Source: an optimization exercise on an open RTL-to-GDS flow (aim: small area, a short achievable clock period and few clock cycles per item). Production flows keep margins and buffers that such runs may drop.
Only simulation tests tie the RTL to the original design; equivalence was not proved.

==> design.v <==
module cksum (
    input  wire        clk,
    input  wire        rst,
    input  wire        in_valid,
    output wire        in_ready,
    input  wire        first,
    input  wire        last,
    input  wire [3:0]  nbytes,
    input  wire [63:0] data,
    output reg         out_valid,
    output wire [31:0] crc,
    output wire [15:0] fl
);
    assign in_ready = 1'b1;
    reg        v_r, f_r, l_r;
    reg [3:0]  n_r;
    reg [63:0] d_r;
    always @(posedge clk) begin
        v_r <= in_valid & ~rst;
        f_r <= first;
        l_r <= last;
        n_r <= nbytes;
        d_r <= data;
    end
    function [7:0] rotl(input [7:0] x, input integer k);
        rotl = (x << k) | (x >> (8 - k));
    endfunction
    reg [31:0] c_q;
    reg [7:0]  a_q, b_q;      
    assign crc = c_q;
    assign fl  = {b_q, a_q};
    wire [3:0] n_e = v_r ? n_r : 4'd0;
    wire       f_e = v_r & f_r;
    wire [31:0] c_s = f_e ? 32'd0 : c_q;
    wire [63:0] c_e = d_r ^ {32'd0, c_s};
    reg  [63:0] w;
    integer p, j;
    always @(*) begin
        w = 64'd0;
        for (p = 0; p < 8; p = p + 1)
            for (j = 0; j <= p; j = j + 1)
                if (n_e == 8 - p + j)
                    w[8*p +: 8] = c_e[8*j +: 8];
    end
    wire [31:0] c_o = c_s >> {n_e, 3'b000};
    wire [31:0] mw;
    wire [31:0] c_n = mw ^ c_o;
    wire [148:0] cx;
    assign cx[0] = w[3] ^ w[13];
    assign cx[1] = w[4] ^ w[39];
    assign cx[2] = w[11] ^ w[12];
    assign cx[3] = w[5] ^ w[32];
    assign cx[4] = w[6] ^ w[16];
    assign cx[5] = w[7] ^ w[36];
    assign cx[6] = w[8] ^ w[37];
    assign cx[7] = w[9] ^ w[38];
    assign cx[8] = w[10] ^ w[56];
    assign cx[9] = w[19] ^ w[34];
    assign cx[10] = w[27] ^ w[54];
    assign cx[11] = w[30] ^ w[55];
    assign cx[12] = w[47] ^ cx[0];
    assign cx[13] = w[0] ^ w[35];
    assign cx[14] = w[1] ^ w[14];
    assign cx[15] = w[2] ^ w[15];
    assign cx[16] = w[31] ^ w[61];
    assign cx[17] = w[17] ^ w[63];
    assign cx[18] = w[20] ^ w[40];
    assign cx[19] = w[21] ^ w[41];
    assign cx[20] = w[22] ^ w[42];
    assign cx[21] = w[23] ^ w[43];
    assign cx[22] = w[24] ^ w[44];
    assign cx[23] = w[25] ^ w[45];
    assign cx[24] = w[26] ^ w[46];
    assign cx[25] = w[48] ^ w[60];
    assign cx[26] = w[49] ^ cx[3];
    assign cx[27] = w[50] ^ w[57];
    assign cx[28] = w[51] ^ w[59];
    assign cx[29] = w[33] ^ w[58];
    assign cx[30] = w[62] ^ cx[5];
    assign cx[31] = cx[2] ^ cx[19];
    assign cx[32] = w[13] ^ cx[1];
    assign cx[33] = w[18] ^ w[29];
    assign cx[34] = w[28] ^ cx[24];
    assign cx[35] = w[52] ^ cx[9];
    assign cx[36] = w[63] ^ cx[6];
    assign cx[37] = cx[10] ^ cx[26];
    assign cx[38] = cx[11] ^ cx[25];
    assign cx[39] = w[5] ^ cx[18];
    assign cx[40] = w[12] ^ cx[21];
    assign cx[41] = w[15] ^ cx[4];
    assign cx[42] = w[35] ^ cx[7];
    assign cx[43] = w[53] ^ cx[8];
    assign cx[44] = w[3] ^ w[11];
    assign cx[45] = w[8] ^ w[62];
    assign cx[46] = w[9] ^ cx[17];
    assign cx[47] = w[16] ^ w[25];
    assign cx[48] = w[19] ^ cx[1];
    assign cx[49] = w[21] ^ cx[22];
    assign cx[50] = w[22] ^ cx[23];
    assign cx[51] = w[24] ^ cx[16];
    assign cx[52] = w[28] ^ w[34];
    assign cx[53] = w[32] ^ cx[14];
    assign cx[54] = w[33] ^ cx[15];
    assign cx[55] = w[39] ^ w[58];
    assign cx[56] = w[60] ^ cx[13];
    assign cx[57] = w[61] ^ cx[20];
    assign cx[58] = cx[36] ^ cx[37];
    assign cx[59] = w[1] ^ cx[31];
    assign cx[60] = w[2] ^ w[10];
    assign cx[61] = w[4] ^ w[23];
    assign cx[62] = w[6] ^ cx[14];
    assign cx[63] = w[7] ^ w[44];
    assign cx[64] = w[14] ^ cx[27];
    assign cx[65] = w[17] ^ w[37];
    assign cx[66] = w[18] ^ w[38];
    assign cx[67] = w[20] ^ cx[40];
    assign cx[68] = w[26] ^ cx[33];
    assign cx[69] = w[29] ^ cx[10];
    assign cx[70] = w[31] ^ w[52];
    assign cx[71] = w[34] ^ cx[55];
    assign cx[72] = w[36] ^ cx[4];
    assign cx[73] = w[41] ^ cx[29];
    assign cx[74] = w[45] ^ w[54];
    assign cx[75] = w[46] ^ cx[2];
    assign cx[76] = w[47] ^ cx[58];
    assign cx[77] = w[49] ^ w[59];
    assign cx[78] = w[51] ^ cx[13];
    assign cx[79] = w[53] ^ cx[4];
    assign cx[80] = w[56] ^ cx[12];
    assign cx[81] = w[57] ^ cx[7];
    assign cx[82] = w[57] ^ cx[22];
    assign cx[83] = cx[8] ^ cx[48];
    assign cx[84] = cx[12] ^ cx[27];
    assign cx[85] = cx[15] ^ cx[35];
    assign cx[86] = cx[16] ^ cx[43];
    assign cx[87] = cx[28] ^ cx[32];
    assign cx[88] = w[0] ^ cx[6];
    assign cx[89] = w[0] ^ cx[87];
    assign cx[90] = w[2] ^ cx[32];
    assign cx[91] = w[4] ^ w[43];
    assign cx[92] = w[6] ^ w[62];
    assign cx[93] = w[7] ^ w[55];
    assign cx[94] = w[8] ^ w[42];
    assign cx[95] = w[9] ^ cx[38];
    assign cx[96] = w[11] ^ w[30];
    assign cx[97] = w[12] ^ cx[17];
    assign cx[98] = w[17] ^ cx[35];
    assign cx[99] = w[18] ^ cx[30];
    assign cx[100] = w[18] ^ cx[77];
    assign cx[101] = w[19] ^ cx[67];
    assign cx[102] = w[20] ^ cx[45];
    assign cx[103] = w[28] ^ cx[50];
    assign cx[104] = w[29] ^ cx[34];
    assign cx[105] = w[31] ^ w[39];
    assign cx[106] = w[32] ^ cx[46];
    assign cx[107] = w[35] ^ w[40];
    assign cx[108] = w[37] ^ w[50];
    assign cx[109] = w[38] ^ cx[6];
    assign cx[110] = w[40] ^ w[43];
    assign cx[111] = w[41] ^ cx[38];
    assign cx[112] = w[48] ^ cx[29];
    assign cx[113] = w[52] ^ cx[47];
    assign cx[114] = w[53] ^ cx[31];
    assign cx[115] = w[54] ^ cx[3];
    assign cx[116] = w[55] ^ cx[34];
    assign cx[117] = w[56] ^ cx[0];
    assign cx[118] = w[58] ^ cx[49];
    assign cx[119] = w[59] ^ cx[15];
    assign cx[120] = w[60] ^ cx[42];
    assign cx[121] = cx[0] ^ cx[70];
    assign cx[122] = cx[1] ^ cx[52];
    assign cx[123] = cx[2] ^ cx[23];
    assign cx[124] = cx[5] ^ cx[62];
    assign cx[125] = cx[8] ^ cx[39];
    assign cx[126] = cx[9] ^ cx[20];
    assign cx[127] = cx[9] ^ cx[105];
    assign cx[128] = cx[11] ^ cx[18];
    assign cx[129] = cx[12] ^ cx[28];
    assign cx[130] = cx[13] ^ cx[54];
    assign cx[131] = cx[14] ^ cx[30];
    assign cx[132] = cx[21] ^ cx[66];
    assign cx[133] = cx[23] ^ cx[37];
    assign cx[134] = cx[25] ^ cx[42];
    assign cx[135] = cx[26] ^ cx[86];
    assign cx[136] = cx[31] ^ cx[39];
    assign cx[137] = cx[33] ^ cx[56];
    assign cx[138] = cx[41] ^ cx[73];
    assign cx[139] = cx[44] ^ cx[53];
    assign cx[140] = cx[50] ^ cx[82];
    assign cx[141] = cx[51] ^ cx[79];
    assign cx[142] = cx[56] ^ cx[118];
    assign cx[143] = cx[57] ^ cx[81];
    assign cx[144] = cx[59] ^ cx[102];
    assign cx[145] = cx[60] ^ cx[74];
    assign cx[146] = cx[63] ^ cx[85];
    assign cx[147] = cx[80] ^ cx[141];
    assign cx[148] = cx[88] ^ cx[125];
    assign mw[0] = w[10] ^ cx[1] ^ cx[10] ^ cx[42] ^ cx[72] ^ cx[98] ^ cx[112] ^ cx[128] ^ cx[139];
    assign mw[1] = w[31] ^ w[55] ^ cx[5] ^ cx[43] ^ cx[65] ^ cx[100] ^ cx[122] ^ cx[130] ^ cx[136];
    assign mw[2] = w[40] ^ cx[27] ^ cx[59] ^ cx[72] ^ cx[109] ^ cx[115] ^ cx[117] ^ cx[126] ^ cx[137];
    assign mw[3] = cx[11] ^ cx[65] ^ cx[73] ^ cx[78] ^ cx[90] ^ cx[101] ^ cx[124] ^ cx[143];
    assign mw[4] = w[42] ^ cx[49] ^ cx[71] ^ cx[119] ^ cx[121] ^ cx[131] ^ cx[132] ^ cx[148];
    assign mw[5] = cx[19] ^ cx[36] ^ cx[48] ^ cx[79] ^ cx[110] ^ cx[119] ^ cx[120] ^ cx[139] ^ cx[140];
    assign mw[6] = w[23] ^ w[27] ^ w[35] ^ cx[3] ^ cx[24] ^ cx[57] ^ cx[62] ^ cx[111] ^ cx[123] ^ cx[146];
    assign mw[7] = w[27] ^ w[45] ^ w[49] ^ cx[30] ^ cx[34] ^ cx[67] ^ cx[94] ^ cx[130] ^ cx[147];
    assign mw[8] = w[46] ^ w[48] ^ cx[6] ^ cx[30] ^ cx[46] ^ cx[47] ^ cx[49] ^ cx[52] ^ cx[53] ^ cx[69] ^ cx[84] ^ cx[91];
    assign mw[9] = w[1] ^ w[39] ^ w[44] ^ w[51] ^ cx[18] ^ cx[44] ^ cx[68] ^ cx[72] ^ cx[76] ^ cx[85] ^ cx[103];
    assign mw[10] = w[23] ^ cx[5] ^ cx[53] ^ cx[71] ^ cx[104] ^ cx[108] ^ cx[114] ^ cx[145];
    assign mw[11] = w[24] ^ cx[11] ^ cx[20] ^ cx[54] ^ cx[69] ^ cx[75] ^ cx[107] ^ cx[109] ^ cx[129];
    assign mw[12] = w[14] ^ w[36] ^ cx[7] ^ cx[40] ^ cx[47] ^ cx[70] ^ cx[80] ^ cx[111] ^ cx[122];
    assign mw[13] = w[14] ^ w[15] ^ w[26] ^ w[29] ^ w[42] ^ w[48] ^ cx[32] ^ cx[65] ^ cx[82] ^ cx[107] ^ cx[135];
    assign mw[14] = w[36] ^ w[62] ^ cx[64] ^ cx[66] ^ cx[96] ^ cx[110] ^ cx[133] ^ cx[138];
    assign mw[15] = w[42] ^ cx[28] ^ cx[63] ^ cx[97] ^ cx[108] ^ cx[116] ^ cx[127] ^ cx[138];
    assign mw[16] = w[11] ^ w[43] ^ cx[29] ^ cx[33] ^ cx[74] ^ cx[83] ^ cx[94] ^ cx[95] ^ cx[124] ^ cx[129];
    assign mw[17] = w[14] ^ w[57] ^ cx[16] ^ cx[75] ^ cx[77] ^ cx[91] ^ cx[95] ^ cx[146] ^ cx[148];
    assign mw[18] = w[44] ^ w[45] ^ w[58] ^ cx[41] ^ cx[84] ^ cx[120] ^ cx[135] ^ cx[144];
    assign mw[19] = w[21] ^ cx[4] ^ cx[30] ^ cx[57] ^ cx[64] ^ cx[75] ^ cx[89] ^ cx[106] ^ cx[112] ^ cx[145];
    assign mw[20] = w[22] ^ w[30] ^ w[46] ^ cx[41] ^ cx[76] ^ cx[87] ^ cx[99] ^ cx[101] ^ cx[134];
    assign mw[21] = w[1] ^ w[7] ^ w[50] ^ cx[12] ^ cx[16] ^ cx[52] ^ cx[58] ^ cx[61] ^ cx[96] ^ cx[142];
    assign mw[22] = w[3] ^ w[16] ^ w[30] ^ w[50] ^ cx[2] ^ cx[28] ^ cx[39] ^ cx[45] ^ cx[51] ^ cx[55] ^ cx[60] ^ cx[69] ^ cx[98] ^ cx[103];
    assign mw[23] = w[25] ^ cx[28] ^ cx[34] ^ cx[61] ^ cx[92] ^ cx[106] ^ cx[114] ^ cx[121] ^ cx[128] ^ cx[137];
    assign mw[24] = cx[17] ^ cx[20] ^ cx[68] ^ cx[71] ^ cx[93] ^ cx[134] ^ cx[136] ^ cx[147];
    assign mw[25] = w[34] ^ cx[21] ^ cx[29] ^ cx[93] ^ cx[100] ^ cx[113] ^ cx[117] ^ cx[143] ^ cx[144];
    assign mw[26] = w[26] ^ w[59] ^ cx[40] ^ cx[43] ^ cx[45] ^ cx[46] ^ cx[64] ^ cx[90] ^ cx[126] ^ cx[142];
    assign mw[27] = w[33] ^ w[61] ^ cx[3] ^ cx[17] ^ cx[35] ^ cx[38] ^ cx[41] ^ cx[89] ^ cx[132] ^ cx[140];
    assign mw[28] = cx[7] ^ cx[22] ^ cx[24] ^ cx[38] ^ cx[44] ^ cx[61] ^ cx[86] ^ cx[99] ^ cx[133];
    assign mw[29] = w[33] ^ cx[27] ^ cx[51] ^ cx[76] ^ cx[83] ^ cx[92] ^ cx[116] ^ cx[123];
    assign mw[30] = w[5] ^ w[30] ^ w[54] ^ cx[78] ^ cx[83] ^ cx[84] ^ cx[97] ^ cx[104] ^ cx[113] ^ cx[131];
    assign mw[31] = w[10] ^ w[16] ^ w[53] ^ cx[12] ^ cx[36] ^ cx[54] ^ cx[68] ^ cx[78] ^ cx[81] ^ cx[115] ^ cx[127];
    wire [7:0] a_in = f_e ? 8'hFF : a_q;
    wire [7:0] b_in = f_e ? 8'hFF : b_q;
    wire [7:0] dm [0:7];
    genvar g;
    generate
        for (g = 0; g < 8; g = g + 1) begin : msk
            assign dm[g] = (n_e > g) ? d_r[8*g +: 8] : 8'd0;
        end
    endgenerate
    localparam N1 = 9, N2 = 15;
    wire [8*(3*N1)-1:0] q1;
    wire [8*(3*N2)-1:0] q2;
    wire [7:0] a_n, b_n;
    assign q1[0 +: 8] = a_in;
    generate
        for (g = 0; g < 8; g = g + 1) begin : op1
            assign q1[8*(g + 1) +: 8] = dm[g];
        end
        for (g = 0; g < N1 - 2; g = g + 1) begin : csa1
            wire [7:0] x = q1[8*(3*g) +: 8];
            wire [7:0] y = q1[8*(3*g + 1) +: 8];
            wire [7:0] z = q1[8*(3*g + 2) +: 8];
            wire [7:0] c = (x & y) | (x & z) | (y & z);
            assign q1[8*(N1 + 2*g) +: 8]     = x ^ y ^ z;
            assign q1[8*(N1 + 2*g + 1) +: 8] = {c[6:0], c[7]};
        end
    endgenerate
    wire [8:0] t1 = {1'b0, q1[8*(3*(N1-2)) +: 8]} + {1'b0, q1[8*(3*(N1-2)+1) +: 8]};
    assign a_n = t1[7:0] + {7'd0, t1[8]};
    assign q2[8*0  +: 8] = b_in;
    assign q2[8*1  +: 8] = n_e[3] ? rotl(a_n, 3) : (n_e[0] ? a_n : 8'd0);
    assign q2[8*2  +: 8] = n_e[1] ? rotl(a_n, 1) : 8'd0;
    assign q2[8*3  +: 8] = n_e[2] ? rotl(a_n, 2) : 8'd0;
    assign q2[8*4  +: 8] = ~dm[1];
    assign q2[8*5  +: 8] = ~rotl(dm[2], 1);
    assign q2[8*6  +: 8] = ~dm[3];
    assign q2[8*7  +: 8] = ~rotl(dm[3], 1);
    assign q2[8*8  +: 8] = ~rotl(dm[4], 2);
    assign q2[8*9  +: 8] = ~dm[5];
    assign q2[8*10 +: 8] = ~rotl(dm[5], 2);
    assign q2[8*11 +: 8] = ~rotl(dm[6], 1);
    assign q2[8*12 +: 8] = ~rotl(dm[6], 2);
    assign q2[8*13 +: 8] = ~rotl(dm[7], 3);
    assign q2[8*14 +: 8] = dm[7];
    generate
        for (g = 0; g < N2 - 2; g = g + 1) begin : csa2
            wire [7:0] x = q2[8*(3*g) +: 8];
            wire [7:0] y = q2[8*(3*g + 1) +: 8];
            wire [7:0] z = q2[8*(3*g + 2) +: 8];
            wire [7:0] c = (x & y) | (x & z) | (y & z);
            assign q2[8*(N2 + 2*g) +: 8]     = x ^ y ^ z;
            assign q2[8*(N2 + 2*g + 1) +: 8] = {c[6:0], c[7]};
        end
    endgenerate
    wire [8:0] t2 = {1'b0, q2[8*(3*(N2-2)) +: 8]} + {1'b0, q2[8*(3*(N2-2)+1) +: 8]};
    assign b_n = t2[7:0] + {7'd0, t2[8]};
    always @(posedge clk) begin
        if (rst)
            out_valid <= 1'b0;
        else
            out_valid <= v_r & l_r;
        c_q <= c_n;
        a_q <= a_n;
        b_q <= b_n;
    end
endmodule
==> run.sh <==
#!/bin/bash
# synth_recipe.tcl (not shown) runs the flow's synth.tcl, then flattens the netlist and writes it again
# the make line also repeats each setting of config.mk as NAME=value (left out here)
make -C /OpenROAD-flow-scripts/flow DESIGN_CONFIG=/design/flow/config.mk WORK_HOME=/design/flow/orfs CLKGATE_MAP_FILE= SYNTH_SCRIPT=/design/flow/synth_recipe.tcl finish
==> config.mk <==
export PLATFORM = sky130hd
export DESIGN_NAME = cksum
export DESIGN_NICKNAME = cksum
export VERILOG_FILES = /design/flow/design.v
export SDC_FILE = /design/flow/constraint.sdc
export NUM_CORES = 4
export LEC_CHECK = 0
export CAP_MARGIN = 20
export CORE_MARGIN = 2
export CORE_UTILIZATION = 40
export SLEW_MARGIN = 20
==> constraint.sdc <==
create_clock -name core_clock -period 38.0 [get_ports {clk}]
set_input_delay 7.6000 -clock core_clock [delete_from_list [all_inputs] [get_ports {clk}]]
set_output_delay 7.6000 -clock core_clock [all_outputs]
set_load 0.01 [all_outputs]
==> impl_metrics.yaml, run 1 <==
critical_path:
  endpoint_kind: "flip-flop"
  required_ns: 38.36
  startpoint_type: "flip-flop"
  critPathMaxFanout: 23
  critical_path.most_common_cell: "fa_1"
  cp.arrival_ns: 13.49
  crit_type: "flip-flop to flip-flop"
  critical-path-slowest-cell: "dfxtp_1"
  slowest_delay_ns: 0.89
global_routing:
  gr-total-overflow: 0
  grt_max_degree: 58
  grt_pass1_vias: 13500
  grt_pass1_wl_um: 99600
  antenna_found_initial: 0
  grt.total_usage_pct: 34.3
floorplanning:
  chipWidth_um: 205
  initial_core_util_pct: 40.6
  io_pins: 123
  dieHeight_um: 205
  die_area_mm2: 0.0419
  core_mm2: 0.0397
  num_rows: 73
synth:
  seq_area_frac_synth_pct: 14.9
  synth_nets: 1955
  ys_warn_count: 1
  ys_async_sr_fraction_pct: 0
  netlist_instances: 1700
  synth_edf_count: 0
  ys.flop_type: "dfxtp_1"
  avgSynthCellArea_um2: 9.48
  synth_cell_type_count: 97
  ys_ff_latch: 120
  syn-cell-area_mm2: 0.0161
worst_hold_path:
  hold_path_class: "flip-flop to flip-flop"
placement:
  place_area_mm2: 0.0177
  place_congestion: 1.03
  dp_hpwl_um: 58200
  place_ws_ns: 25.05
  port_buffers: 121
routing:
  drt-initial-drc-count: 2056
  via_count: 13600
  antenna_left: 0
  drtPass1Iterations: 8
  drc_errors: 0
  wl_per_cell_um: 30.3
  drt-total-wl_um: 70700
  viasPerCell: 5.85
clocking:
  cts_resized: 0
  cts_made_buffers: 17
  cts_sinks: 120
  clkTransAtPathRegs_ns: 0.06
  clock_latency_ns: 0.48
  cts_setup_buffers: 0
  cts_tree: "built"
  root_buffer: "clkbuf_16"
  htree_levels: 4
  clockBufferDepth: 2
  hold_buffers: 0
finish:
  fillers: 3838
  syn_to_final_growth_pct: 13.8
  multi_input_area_mm2: 0.0124
  seq_area_mm2: 0.00240
  stdcell_area_mm2: 0.0183
  drive_gt1_share_pct: 8.93
  fin_nets: 2044
sta:
  tightest_slew_ns: 1.18
  fin_crit_sh_pct: 34.5
  fin_skew_ns: 0.0193
  layout_min_cycle_time_ns: 13.12
  fmax_mhz: 76.2
  tns_ns: 0
  rsz0062_at_grt: "false"
  slew_violations: 0
  maxSlewHeadroom_pct: 21.1
  hold_viol: 0
  setup_viol: 0
  finalWorstSetupSlack_ns: 24.88
outcome:
  status: "complete, no violations"
job:
  maxCapViolations: 0
[cells in the mapped netlist (8+ instances only)]
| library cell | instances | area share, % |
|---|---|---|
| o21bai_1 | 8 | 0.37 |
| buf_4 | 21 | 0.98 |
| inv_1 | 218 | 5.1 |
| fa_1 | 158 | 20 |
| a21oi_1 | 46 | 1.4 |
| o221ai_1 | 9 | 0.49 |
| a22oi_1 | 35 | 1.6 |
| o211ai_1 | 8 | 0.37 |
| clkbuf_1 | 22 | 0.51 |
| nand3_1 | 8 | 0.25 |
| nor3_1 | 10 | 0.31 |
| and2_1 | 20 | 0.78 |
| xor2_2 | 12 | 1.2 |
| nor2b_1 | 8 | 0.31 |
| xor2_1 | 112 | 6.1 |
| and3_1 | 12 | 0.47 |
| xnor3_1 | 21 | 2.9 |
| xnor2_1 | 284 | 15 |
| buf_2 | 19 | 0.59 |
| o22ai_1 | 65 | 2.5 |
| xnor2_2 | 27 | 2.7 |
| buf_6 | 10 | 0.70 |
| a222oi_1 | 8 | 0.50 |
| nand2_1 | 102 | 2.4 |
| nor2_1 | 87 | 2.0 |
| nand2b_1 | 17 | 0.66 |
| a21boi_1 | 26 | 1.2 |
| dfxtp_1 | 120 | 15 |
| o21ai_0 | 28 | 0.87 |
| ha_1 | 24 | 1.9 |
[sequential cells by signal, summed over array words and instances, names as in the netlist]
| name | cells |
|---|---|
| a_q | 8 |
| b_q | 8 |
| c_q | 32 |
| d_r | 64 |
| f_r | 1 |
| l_r | 1 |
| n_r | 4 |
| out_valid | 1 |
| v_r | 1 |
[critical path, delay by kind of cell, from the launching register on]
kind | cells | cell delay, ns
flip-flops | 1 | 0.89
XOR/XNOR | 3 | 0.81
AO/OA/AOI/OAI | 8 | 1.22
adder cells (fa/ha/maj) | 16 | 6.79
buffers and inverters | 3 | 0.15
AND/OR/NAND/NOR | 19 | 3.10
[cell usage in the layout (no fill, tap or decap), types with 6 or more instances in the layout]
master / Yosys / routed
o211ai_1: 8 / 8
a211oi_1: 6 / 6
xor2_1: 112 / 112
a22oi_1: 35 / 35
xor2_2: 12 / 12
a21oi_1: 46 / 46
o221ai_1: 9 / 9
inv_1: 218 / 218
o21ai_0: 28 / 28
fa_1: 158 / 158
nor3_1: 10 / 10
ha_1: 24 / 24
clkbuf_16: 0 / 17
nor2_1: 87 / 87
nand3_1: 8 / 8
a21boi_1: 26 / 26
xnor3_1: 21 / 21
and2_1: 20 / 19
a21o_1: 6 / 6
o21ai_1: 6 / 6
nand2b_1: 17 / 17
xnor2_2: 27 / 27
buf_4: 21 / 23
nor2b_1: 8 / 8
o21bai_1: 8 / 8
clkdlybuf4s50_1: 0 / 121
nand2_1: 102 / 102
o22ai_1: 65 / 65
a222oi_1: 8 / 8
and3_1: 12 / 12
xnor2_1: 284 / 284
dfxtp_1: 120 / 119
[path summary, 6_finish.rpt]
check / start / to / slack (ns) / cells past startpoint
worst max-delay path: n_r[2] / b_q[7] / 24.88 / 49
worst max register to register: n_r[2] / b_q[7] / 24.88 / 49
worst min-delay path: l_r / out_valid / 0.46 / 1
worst min register to register: l_r / out_valid / 0.46 / 1
[kinds of logic after synthesis]
logic type | count (synthesis) | share of synthesized area [%]
flops | 120 | 14.9
simple gates | 294 | 9.03
other cells | 1 | 0.0233
xor+xnor | 465 | 29.8
mux | 8 | 0.590
compound gates | 337 | 16.3
buf+inv | 293 | 7.92
fa+ha+maj | 182 | 21.5
[layer usage]
| metal | global-route usage (%) | up-vias | routed length [µm] |
|---|---|---|---|
| met5 | 0 | - | 0 |
| met4 | 12.2 | 0 | 2630 |
| met3 | 8.83 | 154 | 8280 |
| met2 | 48.6 | 947 | 28800 |
| met1 | 49.9 | 6777 | 31000 |
| li1 | - | 5739 | - |
[per-stage QoR]
step                      std cells  hold WS [ns]  util (%)
after floorplan                1700         0.438         -
after global placement         2294         0.448      44.6
after detailed placement       2294         0.464      44.6
after CTS                      2326         0.473      46.1
after global routing           2327         0.474      46.2
final                          2329         0.462      46.2
[layout make-up]
cell class,count,area share [%]
clock buffer,18,2.39
multi-input combinational,1287,67.8
clock inverter,14,1.02
timing repair buffer,145,7.58
tap,525,3.58
antenna,2,0.0273
inverter,218,4.46
sequential,120,13.1
Testbench counts, summed over its fixed seeds: cycles 52,989, bytes 403,081.
==> run 2: changes to the inputs <==
--- a/design.v
+++ b/design.v
@@ -12,16 +12,39 @@
     output wire [15:0] fl
 );
     assign in_ready = 1'b1;
-    reg        v_r, f_r, l_r;
-    reg [3:0]  n_r;
+    reg        f_r, l_r;
+    reg [7:0]  t_r;
     reg [63:0] d_r;
+    integer i;
     always @(posedge clk) begin
-        v_r <= in_valid & ~rst;
-        f_r <= first;
-        l_r <= last;
-        n_r <= nbytes;
+        f_r <= in_valid & first;
+        l_r <= in_valid & last & ~rst;
+        for (i = 0; i < 8; i = i + 1)
+            t_r[i] <= in_valid & (nbytes > i);
         d_r <= data;
     end
+    wire [8:0] n_eq = {t_r, 1'b1} & ~{1'b0, t_r};
+    wire [3:0] n_r  = {t_r[7],
+                       t_r[3] & ~t_r[7],
+                       n_eq[2] | n_eq[3] | n_eq[6] | n_eq[7],
+                       n_eq[1] | n_eq[3] | n_eq[5] | n_eq[7]};
+    function [7:0] add255(input [7:0] x, input [7:0] y);
+        reg [7:0] g, p, gg, pp, g2, p2;
+        integer k, s;
+        begin
+            g = x & y;
+            p = x ^ y;
+            gg = g; pp = p;
+            for (s = 1; s < 8; s = s * 2) begin
+                for (k = 0; k < 8; k = k + 1) begin
+                    g2[k] = gg[k] | (pp[k] & gg[(k + 8 - s) % 8]);
+                    p2[k] = pp[k] & pp[(k + 8 - s) % 8];
+                end
+                gg = g2; pp = p2;
+            end
+            add255 = p ^ {gg[6:0], gg[7]};
+        end
+    endfunction
     function [7:0] rotl(input [7:0] x, input integer k);
         rotl = (x << k) | (x >> (8 - k));
     endfunction
@@ -29,9 +52,7 @@
     reg [7:0]  a_q, b_q;      
     assign crc = c_q;
     assign fl  = {b_q, a_q};
-    wire [3:0] n_e = v_r ? n_r : 4'd0;
-    wire       f_e = v_r & f_r;
-    wire [31:0] c_s = f_e ? 32'd0 : c_q;
+    wire [31:0] c_s = f_r ? 32'd0 : c_q;
     wire [63:0] c_e = d_r ^ {32'd0, c_s};
     reg  [63:0] w;
     integer p, j;
@@ -39,10 +60,13 @@
         w = 64'd0;
         for (p = 0; p < 8; p = p + 1)
             for (j = 0; j <= p; j = j + 1)
-                if (n_e == 8 - p + j)
+                if (n_eq[8 - p + j])
                     w[8*p +: 8] = c_e[8*j +: 8];
     end
-    wire [31:0] c_o = c_s >> {n_e, 3'b000};
+    wire [31:0] c_o = ({32{n_eq[0]}} & c_s)
+                    | ({32{n_eq[1]}} & {8'd0, c_s[31:8]})
+                    | ({32{n_eq[2]}} & {16'd0, c_s[31:16]})
+                    | ({32{n_eq[3]}} & {24'd0, c_s[31:24]});
     wire [31:0] mw;
     wire [31:0] c_n = mw ^ c_o;
     wire [148:0] cx;
@@ -227,67 +251,73 @@
     assign mw[29] = w[33] ^ cx[27] ^ cx[51] ^ cx[76] ^ cx[83] ^ cx[92] ^ cx[116] ^ cx[123];
     assign mw[30] = w[5] ^ w[30] ^ w[54] ^ cx[78] ^ cx[83] ^ cx[84] ^ cx[97] ^ cx[104] ^ cx[113] ^ cx[131];
     assign mw[31] = w[10] ^ w[16] ^ w[53] ^ cx[12] ^ cx[36] ^ cx[54] ^ cx[68] ^ cx[78] ^ cx[81] ^ cx[115] ^ cx[127];
-    wire [7:0] a_in = f_e ? 8'hFF : a_q;
-    wire [7:0] b_in = f_e ? 8'hFF : b_q;
-    wire [7:0] dm [0:7];
-    genvar g;
-    generate
-        for (g = 0; g < 8; g = g + 1) begin : msk
-            assign dm[g] = (n_e > g) ? d_r[8*g +: 8] : 8'd0;
-        end
-    endgenerate
-    localparam N1 = 9, N2 = 15;
-    wire [8*(3*N1)-1:0] q1;
-    wire [8*(3*N2)-1:0] q2;
-    wire [7:0] a_n, b_n;
-    assign q1[0 +: 8] = a_in;
-    generate
-        for (g = 0; g < 8; g = g + 1) begin : op1
-            assign q1[8*(g + 1) +: 8] = dm[g];
-        end
-        for (g = 0; g < N1 - 2; g = g + 1) begin : csa1
-            wire [7:0] x = q1[8*(3*g) +: 8];
-            wire [7:0] y = q1[8*(3*g + 1) +: 8];
-            wire [7:0] z = q1[8*(3*g + 2) +: 8];
-            wire [7:0] c = (x & y) | (x & z) | (y & z);
-            assign q1[8*(N1 + 2*g) +: 8]     = x ^ y ^ z;
-            assign q1[8*(N1 + 2*g + 1) +: 8] = {c[6:0], c[7]};
-        end
-    endgenerate
-    wire [8:0] t1 = {1'b0, q1[8*(3*(N1-2)) +: 8]} + {1'b0, q1[8*(3*(N1-2)+1) +: 8]};
-    assign a_n = t1[7:0] + {7'd0, t1[8]};
-    assign q2[8*0  +: 8] = b_in;
-    assign q2[8*1  +: 8] = n_e[3] ? rotl(a_n, 3) : (n_e[0] ? a_n : 8'd0);
-    assign q2[8*2  +: 8] = n_e[1] ? rotl(a_n, 1) : 8'd0;
-    assign q2[8*3  +: 8] = n_e[2] ? rotl(a_n, 2) : 8'd0;
-    assign q2[8*4  +: 8] = ~dm[1];
-    assign q2[8*5  +: 8] = ~rotl(dm[2], 1);
-    assign q2[8*6  +: 8] = ~dm[3];
-    assign q2[8*7  +: 8] = ~rotl(dm[3], 1);
-    assign q2[8*8  +: 8] = ~rotl(dm[4], 2);
-    assign q2[8*9  +: 8] = ~dm[5];
-    assign q2[8*10 +: 8] = ~rotl(dm[5], 2);
-    assign q2[8*11 +: 8] = ~rotl(dm[6], 1);
-    assign q2[8*12 +: 8] = ~rotl(dm[6], 2);
-    assign q2[8*13 +: 8] = ~rotl(dm[7], 3);
-    assign q2[8*14 +: 8] = dm[7];
-    generate
-        for (g = 0; g < N2 - 2; g = g + 1) begin : csa2
-            wire [7:0] x = q2[8*(3*g) +: 8];
-            wire [7:0] y = q2[8*(3*g + 1) +: 8];
-            wire [7:0] z = q2[8*(3*g + 2) +: 8];
-            wire [7:0] c = (x & y) | (x & z) | (y & z);
-            assign q2[8*(N2 + 2*g) +: 8]     = x ^ y ^ z;
-            assign q2[8*(N2 + 2*g + 1) +: 8] = {c[6:0], c[7]};
-        end
-    endgenerate
-    wire [8:0] t2 = {1'b0, q2[8*(3*(N2-2)) +: 8]} + {1'b0, q2[8*(3*(N2-2)+1) +: 8]};
-    assign b_n = t2[7:0] + {7'd0, t2[8]};
+    wire [7:0] a_in = f_r ? 8'hFF : a_q;
+    wire [7:0] b_in = f_r ? 8'hFF : b_q;
+    wire [7:0] dm0 = t_r[0] ? d_r[ 7: 0] : 8'd0;
+    wire [7:0] dm1 = t_r[1] ? d_r[15: 8] : 8'd0;
+    wire [7:0] dm2 = t_r[2] ? d_r[23:16] : 8'd0;
+    wire [7:0] dm3 = t_r[3] ? d_r[31:24] : 8'd0;
+    wire [7:0] dm4 = t_r[4] ? d_r[39:32] : 8'd0;
+    wire [7:0] dm5 = t_r[5] ? d_r[47:40] : 8'd0;
+    wire [7:0] dm6 = t_r[6] ? d_r[55:48] : 8'd0;
+    wire [7:0] dm7 = t_r[7] ? d_r[63:56] : 8'd0;
+    wire [7:0] f1_s0 = a_in ^ dm0 ^ dm1;
+    wire [7:0] f1_c0 = (a_in & dm0) | (a_in & dm1) | (dm0 & dm1);
+    wire [7:0] f1_s1 = dm2 ^ dm3 ^ dm4;
+    wire [7:0] f1_c1 = (dm2 & dm3) | (dm2 & dm4) | (dm3 & dm4);
+    wire [7:0] f1_s2 = dm5 ^ dm6 ^ dm7;
+    wire [7:0] f1_c2 = (dm5 & dm6) | (dm5 & dm7) | (dm6 & dm7);
+    wire [7:0] f1_s3 = f1_s0 ^ {f1_c0[6:0], f1_c0[7]} ^ f1_s1;
+    wire [7:0] f1_c3 = (f1_s0 & {f1_c0[6:0], f1_c0[7]}) | (f1_s0 & f1_s1) | ({f1_c0[6:0], f1_c0[7]} & f1_s1);
+    wire [7:0] f1_s4 = {f1_c1[6:0], f1_c1[7]} ^ f1_s2 ^ {f1_c2[6:0], f1_c2[7]};
+    wire [7:0] f1_c4 = ({f1_c1[6:0], f1_c1[7]} & f1_s2) | ({f1_c1[6:0], f1_c1[7]} & {f1_c2[6:0], f1_c2[7]}) | (f1_s2 & {f1_c2[6:0], f1_c2[7]});
+    wire [7:0] f1_s5 = f1_s3 ^ {f1_c3[6:0], f1_c3[7]} ^ f1_s4;
+    wire [7:0] f1_c5 = (f1_s3 & {f1_c3[6:0], f1_c3[7]}) | (f1_s3 & f1_s4) | ({f1_c3[6:0], f1_c3[7]} & f1_s4);
+    wire [7:0] f1_s6 = {f1_c4[6:0], f1_c4[7]} ^ f1_s5 ^ {f1_c5[6:0], f1_c5[7]};
+    wire [7:0] f1_c6 = ({f1_c4[6:0], f1_c4[7]} & f1_s5) | ({f1_c4[6:0], f1_c4[7]} & {f1_c5[6:0], f1_c5[7]}) | (f1_s5 & {f1_c5[6:0], f1_c5[7]});
+    wire [7:0] s1x = f1_s6;
+    wire [7:0] s1y = {f1_c6[6:0], f1_c6[7]};
+    wire [7:0] f2_s0 = b_in ^ ~rotl(dm1, 0) ^ ~rotl(dm2, 1);
+    wire [7:0] f2_c0 = (b_in & ~rotl(dm1, 0)) | (b_in & ~rotl(dm2, 1)) | (~rotl(dm1, 0) & ~rotl(dm2, 1));
+    wire [7:0] f2_s1 = ~rotl(dm3, 0) ^ ~rotl(dm3, 1) ^ ~rotl(dm4, 2);
+    wire [7:0] f2_c1 = (~rotl(dm3, 0) & ~rotl(dm3, 1)) | (~rotl(dm3, 0) & ~rotl(dm4, 2)) | (~rotl(dm3, 1) & ~rotl(dm4, 2));
+    wire [7:0] f2_s2 = ~rotl(dm5, 0) ^ ~rotl(dm5, 2) ^ ~rotl(dm6, 1);
+    wire [7:0] f2_c2 = (~rotl(dm5, 0) & ~rotl(dm5, 2)) | (~rotl(dm5, 0) & ~rotl(dm6, 1)) | (~rotl(dm5, 2) & ~rotl(dm6, 1));
+    wire [7:0] f2_s3 = ~rotl(dm6, 2) ^ ~rotl(dm7, 3) ^ dm7;
+    wire [7:0] f2_c3 = (~rotl(dm6, 2) & ~rotl(dm7, 3)) | (~rotl(dm6, 2) & dm7) | (~rotl(dm7, 3) & dm7);
+    wire [7:0] f2_s4 = f2_s0 ^ {f2_c0[6:0], f2_c0[7]} ^ f2_s1;
+    wire [7:0] f2_c4 = (f2_s0 & {f2_c0[6:0], f2_c0[7]}) | (f2_s0 & f2_s1) | ({f2_c0[6:0], f2_c0[7]} & f2_s1);
+    wire [7:0] f2_s5 = {f2_c1[6:0], f2_c1[7]} ^ f2_s2 ^ {f2_c2[6:0], f2_c2[7]};
+    wire [7:0] f2_c5 = ({f2_c1[6:0], f2_c1[7]} & f2_s2) | ({f2_c1[6:0], f2_c1[7]} & {f2_c2[6:0], f2_c2[7]}) | (f2_s2 & {f2_c2[6:0], f2_c2[7]});
+    wire [7:0] f2_s6 = f2_s3 ^ {f2_c3[6:0], f2_c3[7]} ^ f2_s4;
+    wire [7:0] f2_c6 = (f2_s3 & {f2_c3[6:0], f2_c3[7]}) | (f2_s3 & f2_s4) | ({f2_c3[6:0], f2_c3[7]} & f2_s4);
+    wire [7:0] f2_s7 = {f2_c4[6:0], f2_c4[7]} ^ f2_s5 ^ {f2_c5[6:0], f2_c5[7]};
+    wire [7:0] f2_c7 = ({f2_c4[6:0], f2_c4[7]} & f2_s5) | ({f2_c4[6:0], f2_c4[7]} & {f2_c5[6:0], f2_c5[7]}) | (f2_s5 & {f2_c5[6:0], f2_c5[7]});
+    wire [7:0] f2_s8 = f2_s6 ^ {f2_c6[6:0], f2_c6[7]} ^ f2_s7;
+    wire [7:0] f2_c8 = (f2_s6 & {f2_c6[6:0], f2_c6[7]}) | (f2_s6 & f2_s7) | ({f2_c6[6:0], f2_c6[7]} & f2_s7);
+    wire [7:0] f2_s9 = {f2_c7[6:0], f2_c7[7]} ^ f2_s8 ^ {f2_c8[6:0], f2_c8[7]};
+    wire [7:0] f2_c9 = ({f2_c7[6:0], f2_c7[7]} & f2_s8) | ({f2_c7[6:0], f2_c7[7]} & {f2_c8[6:0], f2_c8[7]}) | (f2_s8 & {f2_c8[6:0], f2_c8[7]});
+    wire [7:0] f2_s10 = (n_r[3] ? rotl(s1x, 3) : (n_r[0] ? s1x : 8'd0)) ^ (n_r[1] ? rotl(s1x, 1) : 8'd0) ^ (n_r[2] ? rotl(s1x, 2) : 8'd0);
+    wire [7:0] f2_c10 = ((n_r[3] ? rotl(s1x, 3) : (n_r[0] ? s1x : 8'd0)) & (n_r[1] ? rotl(s1x, 1) : 8'd0)) | ((n_r[3] ? rotl(s1x, 3) : (n_r[0] ? s1x : 8'd0)) & (n_r[2] ? rotl(s1x, 2) : 8'd0)) | ((n_r[1] ? rotl(s1x, 1) : 8'd0) & (n_r[2] ? rotl(s1x, 2) : 8'd0));
+    wire [7:0] f2_s11 = (n_r[3] ? rotl(s1y, 3) : (n_r[0] ? s1y : 8'd0)) ^ (n_r[1] ? rotl(s1y, 1) : 8'd0) ^ (n_r[2] ? rotl(s1y, 2) : 8'd0);
+    wire [7:0] f2_c11 = ((n_r[3] ? rotl(s1y, 3) : (n_r[0] ? s1y : 8'd0)) & (n_r[1] ? rotl(s1y, 1) : 8'd0)) | ((n_r[3] ? rotl(s1y, 3) : (n_r[0] ? s1y : 8'd0)) & (n_r[2] ? rotl(s1y, 2) : 8'd0)) | ((n_r[1] ? rotl(s1y, 1) : 8'd0) & (n_r[2] ? rotl(s1y, 2) : 8'd0));
+    wire [7:0] f2_s12 = f2_s9 ^ {f2_c9[6:0], f2_c9[7]} ^ f2_s10;
+    wire [7:0] f2_c12 = (f2_s9 & {f2_c9[6:0], f2_c9[7]}) | (f2_s9 & f2_s10) | ({f2_c9[6:0], f2_c9[7]} & f2_s10);
+    wire [7:0] f2_s13 = {f2_c10[6:0], f2_c10[7]} ^ f2_s11 ^ {f2_c11[6:0], f2_c11[7]};
+    wire [7:0] f2_c13 = ({f2_c10[6:0], f2_c10[7]} & f2_s11) | ({f2_c10[6:0], f2_c10[7]} & {f2_c11[6:0], f2_c11[7]}) | (f2_s11 & {f2_c11[6:0], f2_c11[7]});
+    wire [7:0] f2_s14 = f2_s12 ^ {f2_c12[6:0], f2_c12[7]} ^ f2_s13;
+    wire [7:0] f2_c14 = (f2_s12 & {f2_c12[6:0], f2_c12[7]}) | (f2_s12 & f2_s13) | ({f2_c12[6:0], f2_c12[7]} & f2_s13);
+    wire [7:0] f2_s15 = {f2_c13[6:0], f2_c13[7]} ^ f2_s14 ^ {f2_c14[6:0], f2_c14[7]};
+    wire [7:0] f2_c15 = ({f2_c13[6:0], f2_c13[7]} & f2_s14) | ({f2_c13[6:0], f2_c13[7]} & {f2_c14[6:0], f2_c14[7]}) | (f2_s14 & {f2_c14[6:0], f2_c14[7]});
+    wire [7:0] s2x = f2_s15;
+    wire [7:0] s2y = {f2_c15[6:0], f2_c15[7]};
+    wire [7:0] a_n = add255(s1x, s1y);
+    wire [7:0] b_n = add255(s2x, s2y);
     always @(posedge clk) begin
         if (rst)
             out_valid <= 1'b0;
         else
-            out_valid <= v_r & l_r;
+            out_valid <= l_r;
         c_q <= c_n;
         a_q <= a_n;
         b_q <= b_n;
==> run 2 against run 1 <==
Core utilization about the same. Clock skew up 0.00097 ns. Flip-flop and latch count up 3. Cell area up 4.9%. Synthesized cell count up 4.4%. Cell count up 4.0%. Count of clock-buffer cells in the layout unchanged. Setup slack better by 3.8 ns. Critical endpoint is now crc[25]. Largest cell class unchanged.
==> impl_metrics.yaml, run 2 <==
synth:
  ys_warn_count: 1
  synth_edf_count: 0
  synth_top_area_share_pct: 18.9
  synth_top_cell_by_area: "fa_1"
  ys_async_sr_fraction_pct: 0
  ys_ff_latch: 123
  synth_area_leaders: "fa_1 19%, dfxtp_1 15%, xnor2_1 14%"
  synth_nets: 2035
  syn-cell-area_mm2: 0.0168
  ys_top_cells_by_count: "273 x xnor2_1, 201 x inv_1, 159 x fa_1, 139 x nand2_1, 123 x dfxtp_1"
  avgSynthCellArea_um2: 9.47
  ys.flop_type: "dfxtp_1"
  synth_cell_type_count: 69
  post-synth-top-count-cell: "xnor2_1"
  netlist_instances: 1775
  seq_area_frac_synth_pct: 14.7
finish:
  seq_area_mm2: 0.00247
  fillers: 4052
  largest_reg_flops: 64
  drive_gt1_share_pct: 5.95
  largest_register: "d_r"
  final_cell_mix: "272 x xnor2_1, 201 x inv_1, 159 x fa_1"
  largestRegisters: "d_r x64, c_q x32"
  diodes: 0
  final_common_cell: "xnor2_1"
  fin_nets: 2129
  syn_to_final_growth_pct: 14.5
  final_util_pct: 46.2
  multi_input_area_mm2: 0.0133
  layout.cells.non_filler: 2421
global_routing:
  grt_use_met3_pct: 11.2
  grt.total_usage_pct: 33.2
  grt.met2_usage_pct: 46.9
  use_met1_pct: 47.0
  gr-total-overflow: 0
  top_usage_layer: "met1"
  grt_pass1_wl_um: 102000
  grt_max_degree: 59
  grt_pass1_vias: 14200
  antenna_found_initial: 4
placement:
  place_congestion: 1.04
  port_buffers: 121
  placed_cells: 2389
  dp_hpwl_um: 58500
clocking:
  cts_resized: 0
  cts_tree: "built"
  cts_sinks: 123
  clock_latency_ns: 0.51
  root_buffer: "clkbuf_16"
  clockBufferDepth: 2
  htree_levels: 4
  cts_made_buffers: 17
  clkTransAtPathRegs_ns: 0.06
  hold_buffers: 0
  cts_setup_buffers: 0
sta:
  tns_ns: 0
  rsz0062_at_grt: "false"
  maxSlewHeadroom_pct: 23.1
  fin_skew_ns: 0.0203
  slew_violations: 0
  hold_viol: 0
  setup_viol: 0
  fmax_mhz: 108
  tightest_slew_ns: 1.12
  layout_min_cycle_time_ns: 9.28
  fin_crit_sh_pct: 24.4
critical_path:
  slowest_delay_ns: 0.62
  crit_type: "flip-flop to output port"
  cp.buffers_inverters: 1
  worstPathCellList: "clkdlybuf4s50_1"
  critPathMaxFanout: 6
  cpLargestDelayFamily: "buffers and inverters"
  startpoint_type: "flip-flop"
  timing.reg2reg.setup_slack_ns: 30.59
  endpoint_kind: "output port"
  r2r-start: "t_r[4]"
  reg2reg_depth: 21
  required_ns: 30.40
  critical-path-slowest-cell: "clkdlybuf4s50_1"
  rr_endpoint: "b_q[7]"
  cp.arrival_ns: 1.68
worst_hold_path:
  worstHoldEndpoint: "out_valid"
  hold_path_class: "flip-flop to flip-flop"
  min_path_cells: 1
  hp-start: "l_r"
floorplanning:
  die_area_mm2: 0.0437
  num_rows: 75
  initial_core_util_pct: 40.3
  chipWidth_um: 209
  io_pins: 123
  core_mm2: 0.0417
  dieHeight_um: 209
routing:
  drc_errors: 0
  antenna_left: 0
  drt-initial-drc-count: 1921
  drt-total-wl_um: 71400
  wl_per_cell_um: 29.5
  drtPass1Iterations: 9
  via_count: 14300
  viasPerCell: 5.91
outcome:
  status: "complete, no violations"
job:
  maxCapViolations: 0
-- run 2: cell types whose count changed after synthesis, moves of 18 or more --
cell / previous run / this run
xnor3_1: 21 / 83
a21oi_1: 46 / 90
nand2_1: 102 / 139
o22ai_1: 65 / 30
clkbuf_1: 22 / 48
a21boi_1: 26 / 1
a221oi_1: 5 / 24
buf_4: 21 / 3
-- run 2: cell families (layout without fill, tap and decap cells) --
logic type / Yosys count / count (layout) / synth area share [%]
and+or+nand+nor: 316 / 316 / 8.61
buffers and inverters: 285 / 392 / 6.53
AOI/OAI and AO/OA: 368 / 368 / 15.2
DFF: 123 / 123 / 14.7
xor gates and xnor gates: 480 / 480 / 33.0
adders and majority gates: 195 / 195 / 21.5
muxes: 7 / 7 / 0.432
other: 1 / 1 / 0.0223
-- run 2: area by class of cell --
type                            count  area share, %
Timing Repair Buffer              159           7.78
Multi-Input combinational cell   1367           68.9
Clock inverter                     14          0.767
Sequential cell                   123           12.8
Tap cell                          539           3.50
Clock buffer                       18           2.34
Inverter                          201           3.92
-- run 2: per-stage QoR --
step | hold WS [ns] | worst slack (ns) | cell area, µm²
floorplan | 0.414 | 29.76 | 16800
global placement | 0.446 | 29.20 | 18600
detailed placement | 0.441 | 29.22 | 18600
CTS | 0.459 | 28.74 | 19200
global route | 0.474 | 28.72 | 19200
finish | 0.459 | 28.72 | 19200
-- run 2: layer usage --
layer	part of all wire (%)	routed length [µm]
met3	12	8710
met1	43	30600
met5	0.018	13
met4	3.6	2570
met2	41	29600
-- run 2: how the worst max path moves through the flow --
stage / from / to / slack, ns / cells after the start
finish: c_q[25] / crc[25] / 28.72 / 1
global route: c_q[30] / crc[30] / 28.72 / 1
CTS: c_q[30] / crc[30] / 28.74 / 1
detailed placement: nbytes[3] / t_r[6] / 29.22 / 5
global placement: nbytes[3] / t_r[6] / 29.20 / 5
floorplan: nbytes[3] / t_r[6] / 29.76 / 4
Testbench counts of run 2, summed over its fixed seeds: cycles 52,989, bytes 403,081.

[afterwards: timing with drivers on the ports]
In the flow no input, the clock included, has a driving cell. The finished layouts below were timed again as built, in two steps. Step 1 assumes that a clkbuf_16 drives the clock port and a buf_2 every other input. Step 2, shift: input delay + t, output delay - t, t = (earliest + latest rising clock arrival at the registers) / 2. This alone moves slack from input paths to output paths. Three values: no drivers, after step 1, after step 2; two values: the first two.
| run | shift t [ns] | setup slack, ns | clock arrival spread, ns | worst slew at a driven data input, ns | cell pins on the clock port's net |
|---|---|---|---|---|---|
| run 1 | 0.520 | 24.879 / 24.879 / 24.879 | 0.020 / 0.019 | 0.08 | 1 |
| run 2 | 0.548 | 28.718 / 28.666 / 29.212 | 0.020 / 0.020 | 0.06 | 1 |
After both steps every run listed still meets setup and hold.
